Background: an optimization exercise with open tools, aiming at small area and few clock cycles. Do not read the settings as production practice. The RTL was checked by simulation tests, not by an equivalence proof against the original design. Power figures rest on the tool's default switching activity, not on a simulated workload.

### design/flow/design.v
module cfb_top (
    input  wire        clk,
    input  wire        rst,
    input  wire        req_valid,
    output wire        req_ready,
    input  wire [7:0]  req_op,
    input  wire [7:0]  req_arg,
    input  wire [7:0]  req_len,
    input  wire [31:0] req_cap,
    input  wire        pl_valid,
    output wire        pl_ready,
    input  wire [7:0]  pl_data,
    output wire        rsp_valid,
    input  wire        rsp_ready,
    output reg  [7:0]  rsp_data,
    output wire        rsp_first,
    output wire        rsp_last,
    output wire        rsp_eop,
    output wire [1:0]  rsp_kind,
    output wire [2:0]  rsp_cause,
    output wire        tout_valid,
    input  wire        tout_ready,
    output reg  [7:0]  tout_data,
    output reg         tout_last,
    output wire        tin_req_valid,
    input  wire        tin_req_ready,
    output wire [4:0]  tin_req_len,
    input  wire        tin_valid,
    output wire        tin_ready,
    input  wire [7:0]  tin_data,
    input  wire        tr_valid,
    output wire        tr_ready,
    input  wire [1:0]  tr_kind,
    input  wire [5:0]  tr_count,
    input  wire [7:0]  tr_code,
    output wire [1:0]  cs_state,
    output wire [3:0]  spd_state
);
    localparam DEPTH = 128;
    localparam OP_XCHG  = 8'h01;
    localparam OP_SPEED = 8'h02;
    localparam OP_REV   = 8'h10;
    localparam OP_CSF   = 8'h11;
    localparam OP_TILE  = 8'h12;
    localparam S_IDLE  = 4'd0;
    localparam S_LOAD  = 4'd1;
    localparam S_CSON  = 4'd2;
    localparam S_TX    = 4'd3;
    localparam S_RXREQ = 4'd4;
    localparam S_RXDAT = 4'd5;
    localparam S_CSOFF = 4'd6;
    localparam S_SPD   = 4'd7;
    localparam S_RESP  = 4'd8;
    localparam S_DRAIN = 4'd9;
    localparam R_DONE    = 2'd0;
    localparam R_FAIL    = 2'd1;
    localparam R_TIMEOUT = 2'd2;
    localparam E_NONE    = 3'd0;
    localparam E_FAILED  = 3'd1;
    localparam E_TIMEOUT = 3'd2;
    localparam E_SHORTWR = 3'd3;
    localparam E_SHORTRD = 3'd4;
    localparam M_BUF  = 2'd0;    
    localparam M_TILE = 2'd1;
    localparam M_CSF  = 2'd2;
    localparam CS_UNKNOWN    = 2'd0;
    localparam CS_DEASSERTED = 2'd1;
    localparam CS_ASSERTED   = 2'd2;
    reg [3:0]  fsm;
    reg [1:0]  md;         
    reg        sel;        
    reg [7:0]  rem;        
    reg [6:0]  rp;         
    reg [5:0]  cnt;        
    reg        wres;       
    reg [7:0]  hv;         
    reg [2:0]  cause;      
    reg        rhdr;       
    reg [1:0]  cs;
    reg        spd_set;
    reg [2:0]  spd;        
    reg [2:0]  preq;       
    reg [8*DEPTH-1:0] sto;
    function [7:0] rev8(input [7:0] a);
        rev8 = {a[0], a[1], a[2], a[3], a[4], a[5], a[6], a[7]};
    endfunction
    wire is_out = (fsm == S_CSON) || (fsm == S_TX) || (fsm == S_CSOFF) || (fsm == S_SPD);
    wire tx_pay = (fsm == S_TX) && (cnt != 6'd0);    
    always @* begin
        tout_data = 8'h00;
        tout_last = 1'b0;
        case (fsm)
            S_CSON: begin
                tout_last = (cnt[1:0] == 2'd3);
                case (cnt[1:0])
                    2'd0: tout_data = 8'hAB;
                    2'd1: tout_data = 8'hB6;
                    2'd2: tout_data = 8'h7F;
                    default: tout_data = 8'h20;
                endcase
            end
            S_CSOFF: begin
                tout_last = (cnt[1:0] == 2'd2);
                case (cnt[1:0])
                    2'd0: tout_data = 8'hAB;
                    2'd1: tout_data = 8'hB7;
                    default: tout_data = 8'h20;
                endcase
            end
            S_SPD: begin
                tout_last = (cnt[1:0] == 2'd2);
                case (cnt[1:0])
                    2'd0: tout_data = 8'hAA;
                    2'd1: tout_data = {5'b01100, preq};
                    default: tout_data = 8'h00;
                endcase
            end
            S_TX: begin
                tout_last = tx_pay && ((cnt == 6'd31) || (rem == 8'd1));
                tout_data = tx_pay ? rev8(pl_data) : 8'hA8;
            end
            default: ;
        endcase
    end
    assign tout_valid    = is_out && !wres && (!tx_pay || pl_valid);
    assign tin_req_valid = (fsm == S_RXREQ);
    assign tin_req_len   = cnt[4:0];
    assign tin_ready     = (fsm == S_RXDAT);
    assign tr_ready      = (is_out && wres) || (fsm == S_RXDAT);
    assign req_ready     = (fsm == S_IDLE);
    assign pl_ready      = (fsm == S_LOAD) || (fsm == S_DRAIN) ||
                           (tx_pay && !wres && tout_ready);
    wire pl_take  = pl_valid && pl_ready;
    wire out_take = tout_valid && tout_ready;
    wire       res_ok = (tr_kind == R_DONE) && (tr_count == cnt);
    reg  [2:0] res_cause;
    always @* begin
        case (tr_kind)
            R_FAIL:    res_cause = E_FAILED;
            R_TIMEOUT: res_cause = E_TIMEOUT;
            default:   res_cause = (fsm == S_RXDAT) ? E_SHORTRD : E_SHORTWR;
        endcase
    end
    wire [7:0] res_val = (tr_kind == R_FAIL)    ? tr_code :
                         (tr_kind == R_TIMEOUT) ? 8'd0 : {2'b00, tr_count};
    wire       first_err = (cause == E_NONE) && !res_ok;
    wire       err_n     = (cause != E_NONE) || !res_ok;
    wire       st_in  = (fsm == S_RXDAT) && tin_valid;
    wire       st_pl  = (fsm == S_LOAD) && pl_valid;
    wire       st_rev = (fsm == S_IDLE) && req_valid && (req_op == OP_REV);
    wire       st_sh  = st_in || st_pl || st_rev;
    wire [7:0] st_d   = (fsm == S_RXDAT) ? tin_data : (fsm == S_LOAD) ? pl_data : req_arg;
    always @(posedge clk)
        if (st_sh)
            sto <= {sto[8*DEPTH-9:0], st_d};
    wire [7:0] st_arr [0:DEPTH-1];
    genvar g;
    generate for (g = 0; g < DEPTH; g = g + 1) begin : g_arr
        assign st_arr[g] = sto[8*g +: 8];
    end endgenerate
    wire [7:0] st_q = st_arr[rp];
    wire tile_a8  = (cnt == 6'd0);
    wire tile_eop = !tile_a8 && ((cnt == 6'd31) || (rp == 7'd0));
    assign rsp_valid = (fsm == S_RESP);
    assign rsp_first = rhdr;
    assign rsp_kind  = (cause != E_NONE) ? 2'd2 : {1'b0, md == M_TILE};
    assign rsp_cause = cause;
    assign rsp_last  = rhdr ? ((cause != E_NONE) || (hv == 8'd0)) :
                       (md == M_TILE) ? (!tile_a8 && (rp == 7'd0)) : (hv == 8'd1);
    assign rsp_eop   = (md == M_TILE) && tile_eop;
    always @* begin
        if (rhdr)
            rsp_data = hv;
        else if (md == M_CSF) begin
            case ({sel, hv[2:0]})
                4'b1100: rsp_data = 8'hAB;
                4'b1011: rsp_data = 8'hB6;
                4'b1010: rsp_data = 8'h7F;
                4'b0011: rsp_data = 8'hAB;
                4'b0010: rsp_data = 8'hB7;
                default: rsp_data = 8'h20;
            endcase
        end else if (md == M_TILE && tile_a8)
            rsp_data = 8'hA8;
        else
            rsp_data = rev8(st_q);
    end
    assign cs_state  = cs;
    assign spd_state = {spd_set, spd};
    wire [7:0] npkts = (req_len == 0) ? 8'd0 : (req_len <= 31) ? 8'd1 : (req_len <= 62) ? 8'd2 :
                       (req_len <= 93) ? 8'd3 : (req_len <= 124) ? 8'd4 : 8'd5;
    wire [7:0] keep  = (req_cap < {24'd0, req_len}) ? req_cap[7:0] : req_len;
    always @(posedge clk) begin
        if (rst) begin
            fsm     <= S_IDLE;
            md      <= M_BUF;
            sel     <= 1'b0;
            rem     <= 8'd0;
            rp      <= 7'd0;
            cnt     <= 6'd0;
            wres    <= 1'b0;
            hv      <= 8'd0;
            cause   <= E_NONE;
            rhdr    <= 1'b0;
            cs      <= CS_UNKNOWN;
            spd_set <= 1'b0;
            spd     <= 3'd0;
            preq    <= 3'd0;
        end else begin
            if (st_sh)
                rp <= rp + 7'd1;
            case (fsm)
                S_IDLE: if (req_valid) begin
                    rem   <= req_len;
                    cnt   <= 6'd0;
                    wres  <= 1'b0;
                    rhdr  <= 1'b1;
                    cause <= E_NONE;
                    sel   <= req_arg[0];
                    md    <= M_BUF;
                    rp    <= 7'h7F;
                    case (req_op)
                        OP_REV: begin
                            hv  <= 8'd1;
                            rp  <= 7'd0;
                            fsm <= S_RESP;
                        end
                        OP_CSF: begin
                            md  <= M_CSF;
                            hv  <= req_arg[0] ? 8'd4 : 8'd3;
                            fsm <= S_RESP;
                        end
                        OP_TILE: begin
                            md  <= M_TILE;
                            hv  <= npkts;
                            fsm <= (req_len == 0) ? S_RESP : S_LOAD;
                        end
                        OP_XCHG: begin
                            hv  <= keep;
                            fsm <= S_CSON;
                        end
                        OP_SPEED: begin
                            hv   <= 8'd0;
                            preq <= req_arg[2:0];
                            fsm  <= S_SPD;
                        end
                        default: ;
                    endcase
                end
                S_LOAD: if (pl_valid) begin
                    rem <= rem - 8'd1;
                    if (rem == 8'd1)
                        fsm <= S_RESP;
                end
                S_DRAIN: if (pl_valid) begin
                    rem <= rem - 8'd1;
                    if (rem == 8'd1)
                        fsm <= S_RESP;
                end
                S_CSON, S_TX, S_CSOFF, S_SPD: begin
                    if (!wres) begin
                        if (pl_take)
                            rem <= rem - 8'd1;
                        if (out_take) begin
                            cnt <= cnt + 6'd1;
                            if (tout_last)
                                wres <= 1'b1;
                        end
                    end else if (tr_valid) begin
                        wres <= 1'b0;
                        cnt  <= 6'd0;
                        if (first_err) begin
                            cause <= res_cause;
                            hv    <= res_val;
                        end
                        case (fsm)
                            S_CSON: begin
                                cs  <= res_ok ? CS_ASSERTED : CS_UNKNOWN;
                                fsm <= (res_ok && rem != 8'd0) ? S_TX : S_CSOFF;
                            end
                            S_TX: begin
                                if (res_ok)
                                    cnt <= cnt - 6'd1;
                                fsm <= res_ok ? S_RXREQ : S_CSOFF;
                            end
                            S_CSOFF: begin
                                cs  <= res_ok ? CS_DEASSERTED : CS_UNKNOWN;
                                fsm <= (rem != 8'd0) ? S_DRAIN : S_RESP;
                            end
                            default: begin  
                                spd_set <= res_ok;
                                spd     <= res_ok ? preq : 3'd0;
                                fsm     <= S_RESP;
                            end
                        endcase
                    end
                end
                S_RXREQ: if (tin_req_ready)
                    fsm <= S_RXDAT;
                S_RXDAT: if (!tin_valid && tr_valid) begin
                    cnt <= 6'd0;
                    if (first_err) begin
                        cause <= res_cause;
                        hv    <= res_val;
                    end
                    fsm <= (res_ok && rem != 8'd0) ? S_TX : S_CSOFF;
                end
                S_RESP: if (rsp_ready) begin
                    if (rhdr) begin
                        rhdr <= 1'b0;
                        if (rsp_last)
                            fsm <= S_IDLE;
                    end else begin
                        if (md == M_TILE) begin
                            if (tile_a8)
                                cnt <= 6'd1;
                            else begin
                                rp  <= rp - 7'd1;
                                cnt <= tile_eop ? 6'd0 : cnt + 6'd1;
                            end
                        end else begin
                            rp <= rp - 7'd1;
                            hv <= hv - 8'd1;
                        end
                        if (rsp_last)
                            fsm <= S_IDLE;
                    end
                end
                default: fsm <= S_IDLE;
            endcase
        end
    end
endmodule
### design/flow/run.sh
#!/bin/bash
# synth_recipe.tcl (not shown) runs the flow's synth.tcl, then flattens the netlist and writes it again
# the make line also repeats each setting of config.mk as NAME=value (left out here)
make -C /OpenROAD-flow-scripts/flow DESIGN_CONFIG=/design/flow/config.mk WORK_HOME=/design/flow/orfs CLKGATE_MAP_FILE= SYNTH_SCRIPT=/design/flow/synth_recipe.tcl finish
### design/flow/config.mk
export PLATFORM = sky130hd
export DESIGN_NAME = cfb_top
export DESIGN_NICKNAME = cfb_top
export VERILOG_FILES = /design/flow/design.v
export SDC_FILE = /design/flow/constraint.sdc
export NUM_CORES = 4
export LEC_CHECK = 0
export CAP_MARGIN = 20
export CORE_MARGIN = 2
export CORE_UTILIZATION = 40
export PLACE_DENSITY = 0.6
export SLEW_MARGIN = 20
### design/flow/constraint.sdc
create_clock -name core_clock -period 10.0 [get_ports {clk}]
set_input_delay 2.0000 -clock core_clock [delete_from_list [all_inputs] [get_ports {clk}]]
set_output_delay 2.0000 -clock core_clock [all_outputs]
set_load 0.01 [all_outputs]
==> results.txt <==
[cell usage in the layout (no fill, tap or decap), types with 65 or more instances in the layout]
| master | Yosys | layout |
|---|---|---|
| a22oi_1 | 443 | 443 |
| nand2_1 | 191 | 191 |
| nor2_1 | 207 | 167 |
| edfxtp_1 | 1024 | 1024 |
| clkdlybuf4s50_1 | 0 | 138 |
| nand4_1 | 76 | 76 |
| nor4_1 | 66 | 65 |
| a21oi_1 | 74 | 74 |
| buf_4 | 6 | 138 |
| clkbuf_16 | 0 | 108 |
[path summary, 6_finish.rpt]
path | startpoint | endpoint | slack (ns) | cells after the start
setup / recovery | rp[0]$_SDFF_PP0_ | rsp_data[4] | 1.76 | 13
hold / removal | sto[792]$_DFFE_PN_ | sto[800]$_DFFE_PN_ | 0.45 | 0
setup reg to reg | fsm[0]$_SDFFE_PP0P_ | sto[672]$_DFFE_PN_ | 5.37 | 6
hold reg to reg | sto[792]$_DFFE_PN_ | sto[800]$_DFFE_PN_ | 0.45 | 0
[flip-flops by register name, indices dropped and copies added (netlist names)]
name and count:
cause 3, cnt 6, cs 2, fsm 4
hv 8, md 2, preq 3, rem 8
rhdr 1, rp 7, sel 1, spd 3
spd_set 1, sto 1024, wres 1
[cell type report]
type	instances	area share [%]
Clock inverter	70	1.56
Antenna cell	35	0.175
Multi-Input combinational cell	1565	20.3
Inverter	38	0.338
Clock buffer	128	5.56
Tap cell	1391	3.49
Timing Repair Buffer	281	4.99
Sequential cell	1074	63.6
[stage by stage]
step / instance area [sq um] / total power, mW / setup WS, ns
after floorplan: 42300 / 7.19 / 1.35
after global placement: 46300 / 8.27 / 2.89
after detailed placement: 46300 / 8.30 / 2.78
after CTS: 49800 / 12.4 / 2.01
after global routing: 49900 / 12.8 / 1.86
final: 49900 / 12.6 / 1.76
[cell families (layout without fill, tap and decap cells)]
group           after synthesis  after routing
flops                      1074           1074
simple gates                759            759
compound gates              722            722
buf+inv                     128            517
fa+ha+maj                    31             31
mux                          29             29
xor+xnor                     24             24
other cells                   0             35
[power by group through the flow]
stage                     Clock [mW]  Sequential (mW)  Combinational, mW
after floorplan                    0             5.76               1.42
after global placement             0             5.80               2.48
after detailed placement           0             5.80               2.50
after CTS                       4.21             5.71               2.51
after global routing            4.38             5.74               2.70
final                           4.21             5.74               2.61
[layer usage]
metal | global-route usage (%) | vias up | part of all wire, %
met3 | 17.7 | 927 | 17
li1 | - | 11980 | -
met5 | 4.39 | - | 0.39
met4 | 23.7 | 40 | 8.2
met2 | 48.7 | 3502 | 41
met1 | 43.8 | 16066 | 34
==> summary.txt <==
Pwr
  – Comb pwr share: 20.8%
  – Psw: 3.97 mW
  – Pleak: 14.1 nW
  – Switching share of power: 31.6%
  – Pint: 8.58 mW
  – Clock Power Share: 33.5%
  – Max VDD drop: 0.167 mV
  – Reg power frac: 45.7%
  – PwrDens: 251 mW/mm^2

Logic synthesis
  – Top-area cell type share of the netlist area: 72.8%
  – Mux share of post-synthesis cell area: 0.717%
  – Top cells by instance count after synthesis: edfxtp_1, a22oi_1, nor2_1
  – Syn nets: 2,894
  – #FFs+latches synth: 1,074
  – Ys flop type: edfxtp_1
  – YS warnings: 1
  – Ranking of synthesized cells by area: edfxtp_1, a22oi_1, dfxtp_1
  – Most common cell in the netlist: edfxtp_1
  – Adder-cell share of the synthesized area: 0.912%
  – Largest family of logic cells by synthesized area: compound AO/OA/AOI/OAI gates
  – EDFF count, synth: 1,024
  – Complex-gate fraction of the synthesized area: 12.5%
  – Share of synthesized registers carrying an async set or reset: 0%
  – Syn Inst Count: 2,767
  – Cell taking the most area after synthesis: edfxtp_1
  – Synth Area in Simple Gates: 8.99%
  – Mapped cell area: 0.0422 sq mm
  – Sequential share of the synthesized area: 75.2%
  – Syn Area/Cell: 15.3 sq um
  – Synth unique cells: 75
  – Post-Synth XOR/XNOR Area: 0.498%

Cells and area
  – Final net count: 3,195
  – Layout Area Growth over Synthesis: 18.2%
  – Share of cells above drive strength 1: 11.5%
  – Layout Cells excl Fill: 4,582
  – Area occupied by multi-input gates: 0.0101 sq mm
  – Fill cells: 9,045
  – Post-layout utilization of the core: 47.6%
  – Reg area: 0.0318 sq mm

Floorplan
  – Chip height: 329 um
  – Initial Utilization: 40.2%
  – Die ar.: 0.108 sq mm
  – Die span in x: 329 um
  – Ports: 140
  – Core Footprint: 0.105 sq mm
  – Row count: 119

Worst setup path
  – Required @ worst endpoint: 8.00 ns
  – Largest delay share family, worst path: simple AND/OR/NAND/NOR gates
  – Worst EP arrival: 6.24 ns
  – Crit path kind: flip-flop to primary output
  – Most frequent CP cell: buf_4
  – Worst Path Max Fanout: 18
  – CP endpoint kind: primary output
  – Worst Path Buf+Inv: 4
  – Startpoint Class: flip-flop
  – Crit path cell chain: inv_1 > ha_1 > nand2b_1 > nor2_1 > buf_4 > a22o_1 > a221oi_1 > nand4_1 > or4_1 > a2111oi_1 > buf_4 > o21ai_1 > clkdlybuf4s50_1
  – Slowest CP cell: nand2b_1
  – CP max stage delay: 0.93 ns

STA
  – Fmax achieved: 0.121 GHz
  – TNS Setup: 0 ns
  – Post-route minimum period: 8.24 ns
  – Final Max Tran Viols: 0
  – RSZ-0062 raised after global routing: no
  – Worst hold slack: 0.446 ns
  – Slew headroom: 7.39%
  – Endpoints failing setup: 0
  – Final Hold Vio Count: 0
  – Period utilization: 82.4%
  – Worst slew pin tran: 1.39 ns
  – Fin Clk Skew: 0.0396 ns

Placed design
  – GP Congestion: 1.02
  – Port buffer count: 139
  – HPWL after DPL: 127,000 um
  – Dpl cells: 4,349

Routing
  – Detailed Route WL: 197,000 um
  – DRC violation count after routing: 0
  – Via count: 32,515
  – DRT iter0 DRCs: 6,451
  – DRT antenna net count: 0
  – Wire per inst: 43.0 um
  – Via/cell ratio: 7.10
  – TritonRoute pass-1 iters: 14

CTS
  – Cts repair resizes: 0
  – H-tree depth: 3
  – CTS Sinks: 1,074
  – Hold-fix buffers, CTS: 0
  – Clk latency of the worst-skew pair: 0.74 ns
  – CTS tree: done
  – CTS Buffer Depth: 3
  – TritonCTS Buffers: 108
  – CTS clk-pin slew, worst paths: 0.07 ns
  – Postcts setup bufs: 0
  – Root Buffer: clkbuf_16

Global route
  – Initial antenna violation count: 29
  – Largest net degree at the start of global routing: 296
  – GRT overflow: 0
  – GR Util All Layers: 35.6%
  – Global-route wire length before repair: 257,000 um
  – Number of global-route vias before repair: 29,492

Run status
  – Status: finished clean

Run
  – Max cap viols: 0

Worst hold path
  – Worst hold path type: flip-flop to flip-flop
Testbench counts, summed over its fixed seeds: cycles 89,893.

[what the ideal ports hide]
The flow's constraints put no driver on any port. The routed layout listed below was extracted and timed again, unchanged, in two steps.
Step 1, drivers: a clkbuf_16 drives clk and a buf_2 each remaining input, both assumed.
Step 2, shift: input delay + t, output delay - t, t = (earliest + latest rising clock arrival at the registers) / 2. This alone moves slack from input paths to output paths.
Slacks: ideal / step 1 / step 2; pairs: ideal / step 1.
t, ns: 0.799
setup WS [ns]: 1.756 / 1.682 / 2.481
worst hold slack (ns): 0.446 / 0.446 / 0.446
worst setup path at the end: register to output
After both steps setup and hold are still met in this run. The setup slack of this run moves by -0.074 ns with the drivers and by +0.725 ns with both steps.
